What follows belongs to an exercise in optimizing a design on an open flow for small area, a short achievable clock period and few clock cycles per item; a production flow would make more cautious choices. In this exercise RTL edits were held to simulation tests only and were not proved equivalent to the original.

Setup of main:
// ladder4_core
module ladder4_core (
    input  wire        clk,
    input  wire        rst,         
    input  wire        in_valid,
    output wire        in_ready,
    input  wire [31:0] in_x,
    input  wire [31:0] b0,
    input  wire [31:0] b1,
    input  wire [31:0] a1,
    input  wire [31:0] rg,
    input  wire [31:0] wta,
    input  wire [31:0] wtb,
    input  wire [31:0] wtc,
    input  wire [31:0] wtd,
    input  wire [31:0] wte,
    output wire        out_valid,
    output wire [31:0] out_y
);
For scale: roughly 550 flip-flops, ~51000 sq um of cells after synthesis.
Settings: LEC_CHECK=0, ABC_AREA=1, CAP_MARGIN=20, CORE_MARGIN=2, CORE_UTILIZATION=40, CTS_BUF_LIST=sky130_fd_sc_hd__clkbuf_8 sky130_fd_sc_hd__clkbuf_4, CTS_CLUSTER_SIZE=30, SLEW_MARGIN=20; clock period 30.0 ns.
standard.sh (not shown) runs the stock make flow with config.mk's settings and CLKGATE_MAP_FILE= SYNTH_SCRIPT=/design/flow/synth_recipe.tcl, a recipe that flattens the netlist after the stock synthesis.
==> flow/flow/run.sh <==
#!/bin/bash
set -euo pipefail
MARGIN=$(cat flow/margin.txt)
bash standard.sh SETUP_SLACK_MARGIN=$MARGIN finish > standard.log 2>&1
==> flow/flow/margin.txt <==
22.5
main was carried through to the last stage, and its layout satisfied the timing, design-rule and antenna checks.
Testbench counts of main, summed over its fixed seeds: cycles 57,856, items 2,048.
## Diff of input files: the feature branch against main
==> flow/flow/margin.txt <==
23
--- outcome ---
main → the feature branch: placer's final routability congestion estimate fell by 0.0076, pre-CTS setup slack rose by 0.18 ns.
Looking at fraction of met1 tracks used by global routing across the feature branch and main, the one that comes out higher is the feature branch.
Between the feature branch and main, the average via count per standard cell figures differ only marginally.
Post-synthesis to final-layout area growth (higher): the feature branch
The feature branch has wire length above what main had.
Between the feature branch and main, the difference in final clock period utilization by the worst path is negligible.
Compared with main, the feature branch degrades register-to-register slack.
In the metrics for the feature branch and main, the one carrying the lower final period demand of the worst path is main.
Between the feature branch and main, the difference in clock distribution area overhead in the final layout is negligible.


Another version of the RTL of ladder4_core (not shown whole).
For scale: ~8800 cells after synthesis, about 390 flip-flops, ~61000 um2 of cells after synthesis.
clock: 30.0 ns
lec_check: 0
cap_margin: 20
core_margin: 2
core_utilization: 40
slew_margin: 20
run.sh (not shown) runs the stock make flow with config.mk's settings and CLKGATE_MAP_FILE= SYNTH_SCRIPT=/design/flow/synth_recipe.tcl, a recipe that flattens the netlist after the stock synthesis.
Stock flow here: none of the scripts above is used.
Testbench counts at the start, summed over its fixed seeds: cycles 39,136, items 2,048.
Then changed:
Settings changed: ABC_AREA set to 1.
=> Area after synthesis went down by about a fifth; fmax is higher by roughly a tenth; utilization increases by 0.93 points; cell area goes down by about a fifth; via count shrinks by about a fifth; die area goes down by about a fifth; worst hold slack is worse by 0.051 ns.


ladder4_core, a different RTL version from the one above (not shown whole).
Size: about 7100 cells after synthesis, roughly 540 flip-flops, about 360 I/O pins, roughly 52000 sq um of cells after synthesis.
==> flow/config.mk <==
export PLATFORM = sky130hd
export DESIGN_NAME = ladder4_core
export DESIGN_NICKNAME = ladder4_core
export VERILOG_FILES = /design/flow/design.v
export SDC_FILE = /design/flow/constraint.sdc
export NUM_CORES = 4
export LEC_CHECK = 0
export ABC_AREA = 1
export CAP_MARGIN = 20
export CORE_MARGIN = 2
export CORE_UTILIZATION = 40
export SLEW_MARGIN = 20
==> flow/constraint.sdc <==
create_clock -name core_clock -period 30.0 [get_ports {clk}]
set_input_delay 6.0000 -clock core_clock [delete_from_list [all_inputs] [get_ports {clk}]]
set_output_delay 6.0000 -clock core_clock [all_outputs]
set_load 0.01 [all_outputs]
standard.sh (not shown) runs the stock make flow with config.mk's settings and CLKGATE_MAP_FILE= SYNTH_SCRIPT=/design/flow/synth_recipe.tcl, a recipe that flattens the netlist after the stock synthesis.
==> flow/flow/margin.txt <==
22.5
Scripts as last shown in full above: flow/flow/run.sh
Testbench counts at the start, summed over its fixed seeds: cycles 57,856, items 2,048.
==> next run, changes <==
==> flow/flow/margin.txt (replaced) <==
21.5
The new run produced a clean layout.
Via count drops by 1.7%.
Utilization drops by 1.6 points.
==> next run, changes <==
==> flow/flow/margin.txt (replaced) <==
23
Outcome: Clock-buffer cell count is higher by 3; routed wire length rises by 11%; worst setup slack improves by 0.66 ns; synthesized area stays the same; critical path depth falls by 28; cell count went up by 3.8%; cell area rose by 13%; via count went up by 4.4%; utilization came out higher by 6.0 points.
==> next run, changes <==
==> flow/flow/margin.txt (replaced) <==
22
After rerunning:
- global-route usage went down by 2.6 points
- final area went down by 11%
- final cell count decreases by 3.3%
- utilization is lower by 5.5 points
- setup slack gets worse by 0.39 ns
- hold slack is better by 0.014 ns
- area after synthesis stays the same
- clock-buffer cell count shrinks by 3


Another version of the RTL of ladder4_core (not shown whole).
Size in the first run: about 6,900 cells after synthesis, ~510 flip-flops, about 360 I/O pins, roughly 50,000 µm² of cells after synthesis.
clock: 30.0 ns
lec_check: 0
abc_area: 1
cap_margin: 20
core_margin: 2
core_utilization: 40
slew_margin: 20
==> flow/flow/margin.txt <==
22.5
Scripts as last shown in full above: flow/flow/run.sh
Testbench counts at the start, summed over its fixed seeds: cycles 57,856, items 2,048.
Change:
--- a/flow/config.mk
+++ b/flow/config.mk
@@ -7,6 +7,8 @@
 export LEC_CHECK = 0
 export ABC_AREA = 1
-export CAP_MARGIN = 20
+export CAP_MARGIN = 10
 export CORE_MARGIN = 2
 export CORE_UTILIZATION = 40
-export SLEW_MARGIN = 20
+export CTS_BUF_LIST = sky130_fd_sc_hd__clkbuf_8 sky130_fd_sc_hd__clkbuf_4
+export CTS_CLUSTER_SIZE = 30
+export SLEW_MARGIN = 10
Result: Wire length increases by 1.1%. Core utilization increases by 0.48 points. Synthesized area stays the same. Fmax decreases by 1.7%. Non-clock buffer count increases by 46. Hold slack stays flat. Final area increases by 0.98%. Final cell count increases by 1.2%. Synthesized cell count does not change. Global-route usage is about the same.


ladder4_core, a different RTL version from the one above (not shown whole).
Size in the first run: ~6900 cells after synthesis, about 550 flip-flops, about 51000 µm² of cells after synthesis.
Settings: LEC_CHECK=0, ABC_AREA=1, CAP_MARGIN=20, CORE_MARGIN=2, CORE_UTILIZATION=40, CTS_BUF_LIST=sky130_fd_sc_hd__clkbuf_8 sky130_fd_sc_hd__clkbuf_4, CTS_CLUSTER_SIZE=30, SLEW_MARGIN=20; clock period 30.0 ns.
==> flow/flow/run.sh <==
#!/bin/bash
set -euo pipefail
MARGIN=$(cat flow/margin.txt)
bash standard.sh SETUP_SLACK_MARGIN=$MARGIN "BUFFER_PORTS_ARGS=-buffer_cell sky130_fd_sc_hd__buf_1" finish > standard.log 2>&1
==> flow/flow/margin.txt <==
22.8
Testbench counts at the start, summed over its fixed seeds: cycles 57,856, items 2,048.
==> next run, changes <==
==> flow/flow/margin.txt (replaced) <==
22.5
--- a/flow/config.mk
+++ b/flow/config.mk
@@ -10,5 +10,5 @@
 export CORE_MARGIN = 2
-export CORE_UTILIZATION = 40
-export CTS_BUF_LIST = sky130_fd_sc_hd__clkbuf_8 sky130_fd_sc_hd__clkbuf_4
-export CTS_CLUSTER_SIZE = 30
+export CORE_UTILIZATION = 45
+export CTS_BUF_LIST = sky130_fd_sc_hd__clkbuf_16 sky130_fd_sc_hd__clkbuf_8
+export CTS_CLUSTER_SIZE = 50
 export SLEW_MARGIN = 20
Effect:
- worst setup slack degrades by 0.14 ns
- fmax came out lower slightly
- first-iteration DRC count came out higher by roughly a tenth
==> next run, changes <==
--- a/flow/config.mk
+++ b/flow/config.mk
@@ -10,5 +10,5 @@
 export CORE_MARGIN = 2
-export CORE_UTILIZATION = 45
-export CTS_BUF_LIST = sky130_fd_sc_hd__clkbuf_16 sky130_fd_sc_hd__clkbuf_8
-export CTS_CLUSTER_SIZE = 50
+export CORE_UTILIZATION = 40
+export CTS_BUF_LIST = sky130_fd_sc_hd__clkbuf_8 sky130_fd_sc_hd__clkbuf_4
+export CTS_CLUSTER_SIZE = 30
 export SLEW_MARGIN = 20
After rerunning: Register-to-register slack gains 0.08 ns; die area rises by about 12%; count of clock-buffer cells in the layout rises by 76; synthesized area stays the same; first-iteration DRC count falls by 6.6%; cell area rises by 0.57%; worst hold slack gains 0.051 ns.


Another version of the RTL of ladder4_core (not shown whole).
For scale: ~6,900 cells after synthesis, about 510 flip-flops, about 0.050 sq mm of cells after synthesis.
Settings: LEC_CHECK=0, ABC_AREA=1, CAP_MARGIN=20, CORE_MARGIN=2, CORE_UTILIZATION=50, CTS_BUF_LIST=sky130_fd_sc_hd__clkbuf_8 sky130_fd_sc_hd__clkbuf_4, CTS_CLUSTER_SIZE=30, SLEW_MARGIN=20; clock period 30.0 ns.
==> flow/flow/margin.txt <==
22.5
Scripts as last shown in full above: flow/flow/run.sh
The first run completed with no timing, DRC or antenna violations.
Testbench counts at the start, summed over its fixed seeds: cycles 57,856, items 2,048.
Edit:
==> flow/flow/run.sh (replaced) <==
#!/bin/bash
set -euo pipefail
MARGIN=$(cat flow/margin.txt)
bash standard.sh SETUP_SLACK_MARGIN=$MARGIN "BUFFER_PORTS_ARGS=-buffer_cell sky130_fd_sc_hd__buf_2" finish > standard.log 2>&1
CORE_UTILIZATION = 40   (was 50)
Outcome: The new run completed without violations; wire length came out lower by 1.1%; die area rose by 25%; clock-buffer cell count shrinks by 4; design area rose by 0.85%; sequential share of layout area decreases by 0.20 points; cell count rose by 3.4%; flip-flop and latch count stays the same; synthesized cell count is unchanged; worst hold slack is worse by 5.5 ps.
Edit:
==> flow/flow/run.sh (replaced) <==
#!/bin/bash
set -euo pipefail
MARGIN=$(cat flow/margin.txt)
bash standard.sh SETUP_SLACK_MARGIN=$MARGIN "BUFFER_PORTS_ARGS=-buffer_cell sky130_fd_sc_hd__buf_1" finish > standard.log 2>&1
CORE_UTILIZATION = 45   (was 40)
CTS_BUF_LIST = sky130_fd_sc_hd__clkbuf_16 sky130_fd_sc_hd__clkbuf_8   (was sky130_fd_sc_hd__clkbuf_8 sky130_fd_sc_hd__clkbuf_4)
CTS_CLUSTER_SIZE = 50   (was 30)
Via count increases by about 0.6%.
Setup slack improves by 70 ps.
Final cell count decreases by about 2%.
Worst hold slack degrades by 11 ps.
Final area decreases by about 0.7%.
Wire length decreases by about 1%.
Edit:
CORE_UTILIZATION = 40   (was 45)
CTS_BUF_LIST = sky130_fd_sc_hd__clkbuf_8 sky130_fd_sc_hd__clkbuf_4   (was sky130_fd_sc_hd__clkbuf_16 sky130_fd_sc_hd__clkbuf_8)
CTS_CLUSTER_SIZE = 30   (was 50)
Effect: Sequential share of layout area barely changes; global-route usage falls by 4.2 points; hold slack gets better by 11 ps; utilization came out lower by 5.7 points.
Edit:
==> flow/flow/run.sh (replaced) <==
#!/bin/bash
set -euo pipefail
MARGIN=$(cat flow/margin.txt)
bash standard.sh SETUP_SLACK_MARGIN=$MARGIN finish > standard.log 2>&1
Final cell count rose by 0.43%.
Clock-buffer cell count goes up by 4.
Design area came out higher by about 4.5%.


## v6
Starting RTL as in the previous note.
## ladder4_core
module ladder4_core (
    input  wire        clk,
    input  wire        rst,         
    input  wire        in_valid,
    output wire        in_ready,
    input  wire [31:0] in_x,
    input  wire [31:0] b0,
    input  wire [31:0] b1,
    input  wire [31:0] a1,
    input  wire [31:0] rg,
    input  wire [31:0] wta,
    input  wire [31:0] wtb,
    input  wire [31:0] wtc,
    input  wire [31:0] wtd,
    input  wire [31:0] wte,
    output reg         out_valid,
    output wire [31:0] out_y
);
    localparam [31:0] K_ONE = 32'h3F800000;
    reg  [31:0] s1, o1, o2, o3, o4;
    reg  [31:0] xr, cr, p, h, acc, drv;
    reg         xf;                      
    reg  [5:0]  c;                       
    reg         v_s1, v_o1, v_o2, v_o3, v_o4;    
    reg         dr;                      
    reg         tp;                      
    reg         nx;                      
    assign in_ready = ~xf;
    assign out_y    = acc;
    wire [31:0] t2 = (|cr[30:23]) ? {cr[31], cr[30:23] + 8'd1, cr[22:0]} : {cr[31], cr[29:0], 1'b0};
    wire accept = in_valid & ~xf;
    reg  [5:0] cn;
    always @* begin
        if (c == 6'd63)       cn = xf ? 6'd32 : 6'd63;
  ...
==> flow/config.mk <==
export PLATFORM = sky130hd
export DESIGN_NAME = ladder4_core
export DESIGN_NICKNAME = ladder4_core
export VERILOG_FILES = /design/flow/design.v
export SDC_FILE = /design/flow/constraint.sdc
export NUM_CORES = 4
export LEC_CHECK = 0
export ABC_AREA = 1
export CAP_MARGIN = 20
export CORE_MARGIN = 2
export CORE_UTILIZATION = 45
export CTS_BUF_LIST = sky130_fd_sc_hd__clkbuf_8 sky130_fd_sc_hd__clkbuf_4
export CTS_CLUSTER_SIZE = 30
export SLEW_MARGIN = 20
==> flow/constraint.sdc <==
create_clock -name core_clock -period 30.0 [get_ports {clk}]
set_input_delay 6.0000 -clock core_clock [delete_from_list [all_inputs] [get_ports {clk}]]
set_output_delay 6.0000 -clock core_clock [all_outputs]
set_load 0.01 [all_outputs]
==> flow/flow/run.sh <==
#!/bin/bash
set -euo pipefail
MARGIN=$(cat flow/margin.txt)
bash standard.sh SETUP_SLACK_MARGIN=$MARGIN "BUFFER_PORTS_ARGS=-buffer_cell sky130_fd_sc_hd__buf_1" finish > standard.log 2>&1
Scripts as last shown in full above: flow/flow/margin.txt
Testbench counts of v6, summed over its fixed seeds: cycles 57,856, items 2,048.
The inputs of v7 differ from those of v6 as listed below.
- CTS_BUF_LIST: sky130_fd_sc_hd__clkbuf_8 sky130_fd_sc_hd__clkbuf_4 -> unset
- CTS_CLUSTER_SIZE: 30 -> unset
- CORE_UTILIZATION: 45 -> 40
==> flow/flow/run.sh <==
#!/bin/bash
set -euo pipefail
MARGIN=$(cat flow/margin.txt)
bash standard.sh SETUP_SLACK_MARGIN=$MARGIN finish > standard.log 2>&1
==> flow/flow/margin.txt <==
22
Results
[compare] base=v6 new=v7: total routing usage reported by global routing went down by 4.6 points; worst-case setup margin in the final layout went down by 0.46 ns. Re non-clock buffer count: v6 was higher than v7. Going from v6 to v7, tapcell count picked up an extra 10%; final design instance area without fill saw an increase; post-layout minimum cycle time went up by 0.46 ns. As of v7, placed cell area had risen by a few percent compared to v6. Reported for v7 and v6, sequential cell count turned out identical to the last digit. Post-CTS clock slew at the launch and capture registers of the worst setup and hold paths essentially unchanged between v7 and v6. Of v7 and v6, v6 shows the higher maximum clock rate, with v7 below it.


Setup of v3:
ladder4_core, a different RTL version from the one above (not shown whole).
Size: ~7700 cells after synthesis, ~53000 sq um of cells after synthesis.
export LEC_CHECK = 0
export ABC_AREA = 1
export CAP_MARGIN = 20
export CORE_MARGIN = 2
export CORE_UTILIZATION = 55
export PLACE_DENSITY = 0.75
export SLEW_MARGIN = 20
create_clock -name core_clock -period 30.0 [get_ports {clk}]
==> flow/flow/run.sh <==
#!/bin/bash
set -euo pipefail
MARGIN=$(cat flow/margin.txt)
bash standard.sh SETUP_SLACK_MARGIN=$MARGIN finish > standard.log 2>&1
==> flow/flow/margin.txt <==
23
v3 finished all stages; the layout is clean.
Testbench counts of v3, summed over its fixed seeds: cycles 57,824, items 2,048.
### v3 -> v16
Settings: swapping 55 for 40 in CORE_UTILIZATION; clearing PLACE_DENSITY, which used to be 0.75.
==> flow/run.sh (new file) <==
#!/bin/bash
# synth_recipe.tcl (not shown) runs the flow's synth.tcl, then flattens the netlist and writes it again
# the make line also repeats each setting of config.mk as NAME=value (left out here)
make -C /OpenROAD-flow-scripts/flow DESIGN_CONFIG=/design/flow/config.mk WORK_HOME=/design/flow/orfs CLKGATE_MAP_FILE= SYNTH_SCRIPT=/design/flow/synth_recipe.tcl finish
removed: flow/flow/run.sh
removed: flow/flow/margin.txt
removed: flow/standard.sh
### Flow results
- Diff v3 -> v16 | cell count | increase of 1.3%
- Going from v3 to v16, clock-buffer cell count grows by about 1.4%.
- v16 ended with less buffering stage count on the worst path with inverters included than v3.
- The largest stage delay on the critical path number comes out higher for v16 vs v3.
- v16 gives more number of core rows than v3 did.
- Compared to v3, v16 has via count about 11% lower.
- What v16 reported for area of the die has to be multiplied by 0.73 to get the figure for v3.
- The data required time at the worst endpoint reported for v16 is greater than that of v3 by 0.08 ns.
- The core utilization in v16 was lower than what v3 gave.
- Number of non-clock buffers went down by more than a quarter going from v3 to v16.
- Relative to v3, share of cells above drive strength 1 decreased by 11 points in v16.
#### Input delta (v17 over v16)
==> flow/flow/run.sh (new file) <==
#!/bin/bash
set -euo pipefail
MARGIN=$(cat flow/margin.txt)
bash standard.sh SETUP_SLACK_MARGIN=$MARGIN finish > standard.log 2>&1
==> flow/flow/margin.txt (new file) <==
23
==> flow/standard.sh (new file) <==
#!/bin/bash
# synth_recipe.tcl (not shown) runs the flow's synth.tcl, then flattens the netlist and writes it again
# the make line also repeats each setting of config.mk as NAME=value (left out here)
make -C /OpenROAD-flow-scripts/flow DESIGN_CONFIG=/design/flow/config.mk WORK_HOME=/design/flow/orfs CLKGATE_MAP_FILE= SYNTH_SCRIPT=/design/flow/synth_recipe.tcl "${@:-finish}"
removed: flow/run.sh
### Flow results
v17 vs. v16: number of clock-tree buffers in the layout climbed 9, global-route usage went up. v16 ended up with flop to flop as its class of the most critical setup path; v17 ended up with flop to output pin.

## separate check: timing with driven ports
The flow's constraints put no driver on any port. The routed layouts listed below were extracted and timed again, unchanged, in two steps. Step 1 (the two cells are an assumption about what drives the block):
set clk [get_ports {clk}]
set_driving_cell -lib_cell sky130_fd_sc_hd__clkbuf_16 $clk
set_driving_cell -lib_cell sky130_fd_sc_hd__buf_2 [delete_from_list [all_inputs] $clk]
Step 2, shift: input delay + t, output delay - t, t = (earliest + latest rising clock arrival at the registers) / 2. This alone moves slack from input paths to output paths. Three values: ideal, step 1, step 2; two values: the first two.
run | t, ns | setup slack, ns | hold WS [ns] | worst setup path after step 2
main | 0.854 | 22.456 / 22.375 / 21.898 | 0.475 / 0.475 / 0.475 | input to register
the feature branch | 0.842 | 22.429 / 22.355 / 22.071 | 0.462 / 0.462 / 0.462 | input to register
the first run of note 2 | 0.641 | 11.214 / 11.214 / 11.214 | 0.472 / 0.472 / 0.472 | register to register
the second run of note 2 | 0.627 | 13.434 / 13.434 / 13.434 | 0.421 / 0.421 / 0.421 | register to register
the first run of note 3 | 0.742 | 22.507 / 22.434 / 21.875 | 0.465 / 0.465 / 0.465 | input to register
the second run of note 3 | 0.743 | 21.886 / 21.886 / 21.694 | 0.464 / 0.464 / 0.464 | input to register
the third run of note 3 | 0.736 | 22.548 / 22.464 / 22.239 | 0.450 / 0.450 / 0.450 | input to register
the fourth run of note 3 | 0.743 | 22.158 / 22.084 / 21.661 | 0.464 / 0.464 / 0.464 | input to register
the first run of note 4 | 0.730 | 22.499 / 22.429 / 21.806 | 0.473 / 0.473 / 0.473 | input to register
the second run of note 4 | 0.794 | 22.368 / 22.368 / 21.778 | 0.472 / 0.472 / 0.472 | input to register
the first run of note 5 | 0.850 | 22.686 / 22.625 / 22.026 | 0.464 / 0.464 / 0.464 | input to register
the second run of note 5 | 0.740 | 22.550 / 22.546 / 21.883 | 0.438 / 0.438 / 0.438 | input to register
the third run of note 5 | 0.872 | 22.412 / 22.452 / 21.594 | 0.488 / 0.488 / 0.488 | input to register
the first run of note 6 | 0.799 | 22.437 / 22.362 / 21.806 | 0.464 / 0.464 / 0.464 | input to register
the second run of note 6 | 0.823 | 22.432 / 22.356 / 21.956 | 0.458 / 0.458 / 0.458 | input to register
the third run of note 6 | 0.706 | 22.501 / 22.504 / 21.848 | 0.447 / 0.447 / 0.447 | input to register
the fourth run of note 6 | 0.808 | 22.460 / 22.391 / 22.276 | 0.457 / 0.457 / 0.457 | input to register
the fifth run of note 6 | 0.810 | 22.479 / 22.402 / 21.790 | 0.446 / 0.446 / 0.446 | input to register
v6 | 0.804 | 22.526 / 22.453 / 21.805 | 0.457 / 0.457 / 0.457 | input to register
v7 | 0.739 | 22.061 / 21.985 / 21.648 | 0.440 / 0.440 / 0.440 | input to register
v3 | 0.716 | 22.490 / 22.466 / 22.112 | 0.413 / 0.413 / 0.413 | input to register
v16 | 0.746 | 20.890 / 20.890 / 20.890 | 0.454 / 0.454 / 0.454 | register to register
v17 | 0.740 | 22.511 / 22.423 / 22.270 | 0.443 / 0.443 / 0.443 | input to register
After both steps every run listed still meets setup and hold. For the third run of note 5, which loses most, drivers alone change the setup slack by +0.040 ns; drivers and shift together by -0.818 ns.
